From an optimization exercise on the open Yosys and OpenROAD flow, aimed at small area and few clock cycles; shortcuts taken in it are not production practice. Only simulation tests tie the RTL to the original design; equivalence was not proved. Power and IR drop assume default switching activity. The flow treats the clock pin as an ideal source, which a real chip does not have.

== run A ==
==> flow/design.v (excerpt) <==
module monome_engine (
    input  wire         clk,
    input  wire         rst,             
    input  wire         connected,       
    input  wire         rx_valid,
    input  wire [7:0]   rx_data,
    output wire         rx_ready,
    output wire         tx_valid,
    output wire [7:0]   tx_data,
    input  wire         tx_ready,
    output wire         idle,
    output wire [511:0] grid_led,
    output reg          grid_dirty,
    output reg          arc_dirty,
    input  wire         grid_dirty_clr,
    input  wire         arc_dirty_clr,
    output wire         gq_valid,
    output wire [7:0]   gq_x,
    output wire [7:0]   gq_y,
    output wire         gq_pressed,
    input  wire         gq_pop,
    output wire         aq_valid,
    output wire         aq_press,        
    output wire [7:0]   aq_index,
    output wire [7:0]   aq_value,        
    input  wire         aq_pop
);
Settings: LEC_CHECK=0, CAP_MARGIN=10, CORE_MARGIN=2, CORE_UTILIZATION=60, SLEW_MARGIN=10; clock period 10.0 ns.
standard.sh (not shown) runs the stock make flow with config.mk's settings and CLKGATE_MAP_FILE= SYNTH_SCRIPT=/design/flow/synth_recipe.tcl, a recipe that flattens the netlist after the stock synthesis.
==> flow/flow/run.sh <==
#!/bin/bash
# The standard layout, with these changes:
# - after the standard synthesis, its combinational cells are mapped again
#   with an area-oriented ABC script (reopt.tcl, area.abc); flip-flops are
#   kept as they are, with their names and cell types;
# - port buffers use the smallest buffer cell;
# - clock tree synthesis adds no dummy loads and clusters up to 30
#   flip-flops (within 150 um) per leaf buffer.
set -euo pipefail
export BUFFER_PORTS_ARGS="-buffer_cell sky130_fd_sc_hd__buf_1"
export CTS_ARGS="-sink_clustering_enable -repair_clock_nets -dont_use_dummy_load -sink_clustering_size 30 -sink_clustering_max_diameter 150"
R=orfs/results/${FLOW_PLATFORM}/monome_engine/base
YOSYS=${YOSYS_EXE:-$FLOW_HOME/../tools/install/yosys/bin/yosys}
LIB=$FLOW_HOME/platforms/sky130hd/lib/sky130_fd_sc_hd__tt_025C_1v80.lib

bash standard.sh synth > standard_synth.log 2>&1

cp $R/1_2_yosys.v $R/1_2_yosys_standard.v
export REOPT_IN=$R/1_2_yosys_standard.v
export REOPT_OUT=$R/1_2_yosys.v
export REOPT_LIB=$LIB
export REOPT_SCRIPT=flow/area.abc
export REOPT_DONT_USE="$(grep -oE 'cell *\("?sky130_fd_sc_hd__(lpflow|probe)[a-z0-9_]*' $LIB | sed -E 's/cell *\("?//' | sort -u | tr '\n' ' ')"
$YOSYS -c flow/reopt.tcl > reopt.log 2>&1
rm -f $R/1_synth.odb $R/1_synth.sdc

bash standard.sh finish > standard_flow.log 2>&1
==> flow/flow/area.abc <==
strash
dch -f
map -a
mfs2
strash
dch -f
map -a
topo
==> flow/flow/reopt.tcl <==
# Re-map the combinational cells of the standard synthesis's netlist with
# an area-oriented ABC script. Flip-flops are kept as black boxes, so every
# register keeps its instance name and cell type.
# env: REOPT_IN, REOPT_OUT, REOPT_LIB, REOPT_SCRIPT, REOPT_DONT_USE
yosys read_liberty -ignore_miss_func $::env(REOPT_LIB)
yosys read_verilog $::env(REOPT_IN)
yosys hierarchy -top monome_engine
yosys setattr -mod -set blackbox 1 sky130_fd_sc_hd__*df*
yosys flatten
yosys opt -purge
set du {}
foreach c $::env(REOPT_DONT_USE) { lappend du -dont_use $c }
yosys abc -liberty $::env(REOPT_LIB) -script $::env(REOPT_SCRIPT) {*}$du
yosys opt_clean -purge
yosys hilomap -singleton -hicell sky130_fd_sc_hd__conb_1 HI -locell sky130_fd_sc_hd__conb_1 LO
yosys splitnets
yosys opt_clean -purge
yosys rename -enumerate
yosys blackbox sky130_fd_sc_hd__*
yosys hierarchy -top monome_engine
yosys tee -o reopt_stat.txt stat -liberty $::env(REOPT_LIB)

yosys write_verilog -noattr -nohex -nodec $::env(REOPT_OUT)
Run A reached the final stage; the timing, design-rule and antenna checks on its layout passed.
Testbench counts of run A, summed over its fixed seeds: cycles 35,137.
--- input diff run A..run B ---
Settings: a change of CAP_MARGIN from 10 to 20; a change of SLEW_MARGIN from 10 to 20.
--- a/flow/flow/run.sh
+++ b/flow/flow/run.sh
@@ -5,9 +5,9 @@
 #   kept as they are, with their names and cell types;
 # - port buffers use the smallest buffer cell;
-# - clock tree synthesis adds no dummy loads and clusters up to 30
+# - clock tree synthesis adds no dummy loads and clusters up to 25
 #   flip-flops (within 150 um) per leaf buffer.
 set -euo pipefail
 export BUFFER_PORTS_ARGS="-buffer_cell sky130_fd_sc_hd__buf_1"
-export CTS_ARGS="-sink_clustering_enable -repair_clock_nets -dont_use_dummy_load -sink_clustering_size 30 -sink_clustering_max_diameter 150"
+export CTS_ARGS="-sink_clustering_enable -repair_clock_nets -dont_use_dummy_load -sink_clustering_size 25 -sink_clustering_max_diameter 150"
 R=orfs/results/${FLOW_PLATFORM}/monome_engine/base
 YOSYS=${YOSYS_EXE:-$FLOW_HOME/../tools/install/yosys/bin/yosys}
Notes after the runs:
Total placed instance area of run B is on par with run A. Between run B and run A, the portion of the layout cell area used by non-clock buffers figures differ only marginally. Run B — worst setup slack 120 ps lower, run A as reference. Relative to run A, overall power consumption increased by about 2% in run B.
Here is what was changed in the inputs of run C compared with run B.
Settings: swapping 20 for 10 in CAP_MARGIN; putting GPL_TIMING_DRIVEN at 0 where nothing was set; swapping 20 for 10 in SLEW_MARGIN.
### Flow results
Compared with run B, run C degrades setup skew after layout. Run C vs run B: met3 demand-to-capacity share in global routing down. Compared to run B, run C has register share of the cell area 0.55 points lower. Where worst path setup slack after routing is concerned, run B is better than run C. [compare] base=run B new=run C: cell area after placement now larger, worst hold margin now smaller, highest net fanout along the worst path now smaller.
> inputs changed (run C -> run D)
Settings: changing SLEW_MARGIN from 10 to 20; removing GPL_TIMING_DRIVEN (formerly 0); changing CAP_MARGIN from 10 to 20.
==> flow/flow/run.sh <==
#!/bin/bash
# The standard layout, with these changes: port buffers use the smallest
# buffer cell, and clock tree synthesis adds no dummy loads and clusters
# up to 25 flip-flops (within 150 um) per leaf buffer.
set -euo pipefail
export BUFFER_PORTS_ARGS="-buffer_cell sky130_fd_sc_hd__buf_1"
export CTS_ARGS="-sink_clustering_enable -repair_clock_nets -dont_use_dummy_load -sink_clustering_size 25 -sink_clustering_max_diameter 150"
bash standard.sh finish > standard_flow.log 2>&1
removed: flow/flow/area.abc
removed: flow/flow/reopt.tcl
--- outcome ---
Met3 track demand over resource in global routing delta for run D relative to run C: 0.57 points higher
In the flow results for run C and run D, the number of multi-input combinational cells is larger on run D.
Per the comparison of run D with run C, area of the multi-input gates went up 35%; total power went up 5.0%.
From run C to run D the numbers moved as follows: flip-flop and latch count shows no meaningful change; internal cell power shows an increase of 2.7%; multi-input gate share of total cell area shows an increase of 4.2 points; global-route wire length before repair shows an increase of 11 mm; worst slack after detailed placement shows an increase of 1770 ps.
Relative to run D, the following input files were edited for run E:
Settings: CORE_UTILIZATION now 75, was 60.
==> flow/flow/run.sh <==
#!/bin/bash
# The standard layout, with these changes:
# - after the standard synthesis, its combinational cells are mapped again
#   with an area-oriented ABC script (reopt.tcl, area.abc); flip-flops are
#   kept as they are, with their names and cell types;
# - port buffers use the smallest buffer cell;
# - clock tree synthesis adds no dummy loads and clusters up to 25
#   flip-flops (within 150 um) per leaf buffer.
set -euo pipefail
export BUFFER_PORTS_ARGS="-buffer_cell sky130_fd_sc_hd__buf_1"
export CTS_ARGS="-sink_clustering_enable -repair_clock_nets -dont_use_dummy_load -sink_clustering_size 25 -sink_clustering_max_diameter 150"
R=orfs/results/${FLOW_PLATFORM}/monome_engine/base
YOSYS=${YOSYS_EXE:-$FLOW_HOME/../tools/install/yosys/bin/yosys}
LIB=$FLOW_HOME/platforms/sky130hd/lib/sky130_fd_sc_hd__tt_025C_1v80.lib

bash standard.sh synth > standard_synth.log 2>&1

cp $R/1_2_yosys.v $R/1_2_yosys_standard.v
export REOPT_IN=$R/1_2_yosys_standard.v
export REOPT_OUT=$R/1_2_yosys.v
export REOPT_LIB=$LIB
export REOPT_SCRIPT=flow/area.abc
export REOPT_DONT_USE="$(grep -oE 'cell *\("?sky130_fd_sc_hd__(lpflow|probe)[a-z0-9_]*' $LIB | sed -E 's/cell *\("?//' | sort -u | tr '\n' ' ')"
$YOSYS -c flow/reopt.tcl > reopt.log 2>&1
rm -f $R/1_synth.odb $R/1_synth.sdc

bash standard.sh finish > standard_flow.log 2>&1
==> flow/flow/area.abc (new file) <==
strash
dch -f
map -a
mfs2
strash
dch -f
map -a
topo
==> flow/flow/reopt.tcl (new file) <==
# Re-map the combinational cells of the standard synthesis's netlist with
# an area-oriented ABC script. Flip-flops are kept as black boxes, so every
# register keeps its instance name and cell type.
# env: REOPT_IN, REOPT_OUT, REOPT_LIB, REOPT_SCRIPT, REOPT_DONT_USE
yosys read_liberty -ignore_miss_func $::env(REOPT_LIB)
yosys read_verilog $::env(REOPT_IN)
yosys hierarchy -top monome_engine
yosys setattr -mod -set blackbox 1 sky130_fd_sc_hd__*df*
yosys flatten
yosys opt -purge
set du {}
foreach c $::env(REOPT_DONT_USE) { lappend du -dont_use $c }
yosys abc -liberty $::env(REOPT_LIB) -script $::env(REOPT_SCRIPT) {*}$du
yosys opt_clean -purge
yosys hilomap -singleton -hicell sky130_fd_sc_hd__conb_1 HI -locell sky130_fd_sc_hd__conb_1 LO
yosys splitnets
yosys opt_clean -purge
yosys rename -enumerate
yosys blackbox sky130_fd_sc_hd__*
yosys hierarchy -top monome_engine
yosys tee -o reopt_stat.txt stat -liberty $::env(REOPT_LIB)

yosys write_verilog -noattr -nohex -nodec $::env(REOPT_OUT)
[summary]
- Run E ends up with lower number of nets produced by synthesis than run D does.
- Between run E and run D, the smallest hold slack is lower for run D.
- Run E ended up with a lower power of the sequential group than run D did.
- Looking at maximum frequency from static timing analysis across run E and run D, the one that comes out lower is run E.
- Of the two candidates, run D has the worse die area and run E the better one.
- The final layouts of run E and run D pass the timing, design-rule and antenna checks.
- Against run D, run E comes in 3.1 points lower on fraction of layout cells with a size suffix above 1.
- The fraction of area in clock buffers and inverters was comparable across run E and run D.

-- separate check: timing with driven ports --
The flow's constraints put no driver on any port. The routed layouts listed below were extracted and timed again, unchanged, in two steps. Step 1 (the two cells are an assumption about what drives the block):
set clk [get_ports {clk}]
set_driving_cell -lib_cell sky130_fd_sc_hd__clkbuf_16 $clk
set_driving_cell -lib_cell sky130_fd_sc_hd__buf_2 [delete_from_list [all_inputs] $clk]
Step 2 moves the port delays by t, midway between the first and last clock arrival at a register: inputs arrive t later, outputs are due t later. That takes back most of the time a late clock gives input paths. Slacks: ideal / step 1 / step 2; pairs: ideal / step 1.
| run | shift t [ns] | setup slack, ns | worst hold slack (ns) | cell pins on the clock port's net |
|---|---|---|---|---|
| run A | 0.649 | 3.262 / 3.197 / 2.781 | 0.280 / 0.280 / 0.280 | 1 |
| run B | 0.674 | 3.145 / 3.080 / 2.804 | 0.309 / 0.309 / 0.309 | 1 |
| run C | 0.675 | 2.247 / 2.214 / 1.648 | 0.301 / 0.301 / 0.301 | 1 |
| run D | 0.683 | 3.545 / 3.491 / 3.491 | 0.296 / 0.296 / 0.296 | 1 |
| run E | 0.694 | 2.603 / 2.540 / 2.849 | 0.309 / 0.309 / 0.309 | 1 |
After both steps every run listed still meets setup and hold. The setup slack of run C, which loses most, moves by -0.033 ns with the drivers and by -0.599 ns with both steps.
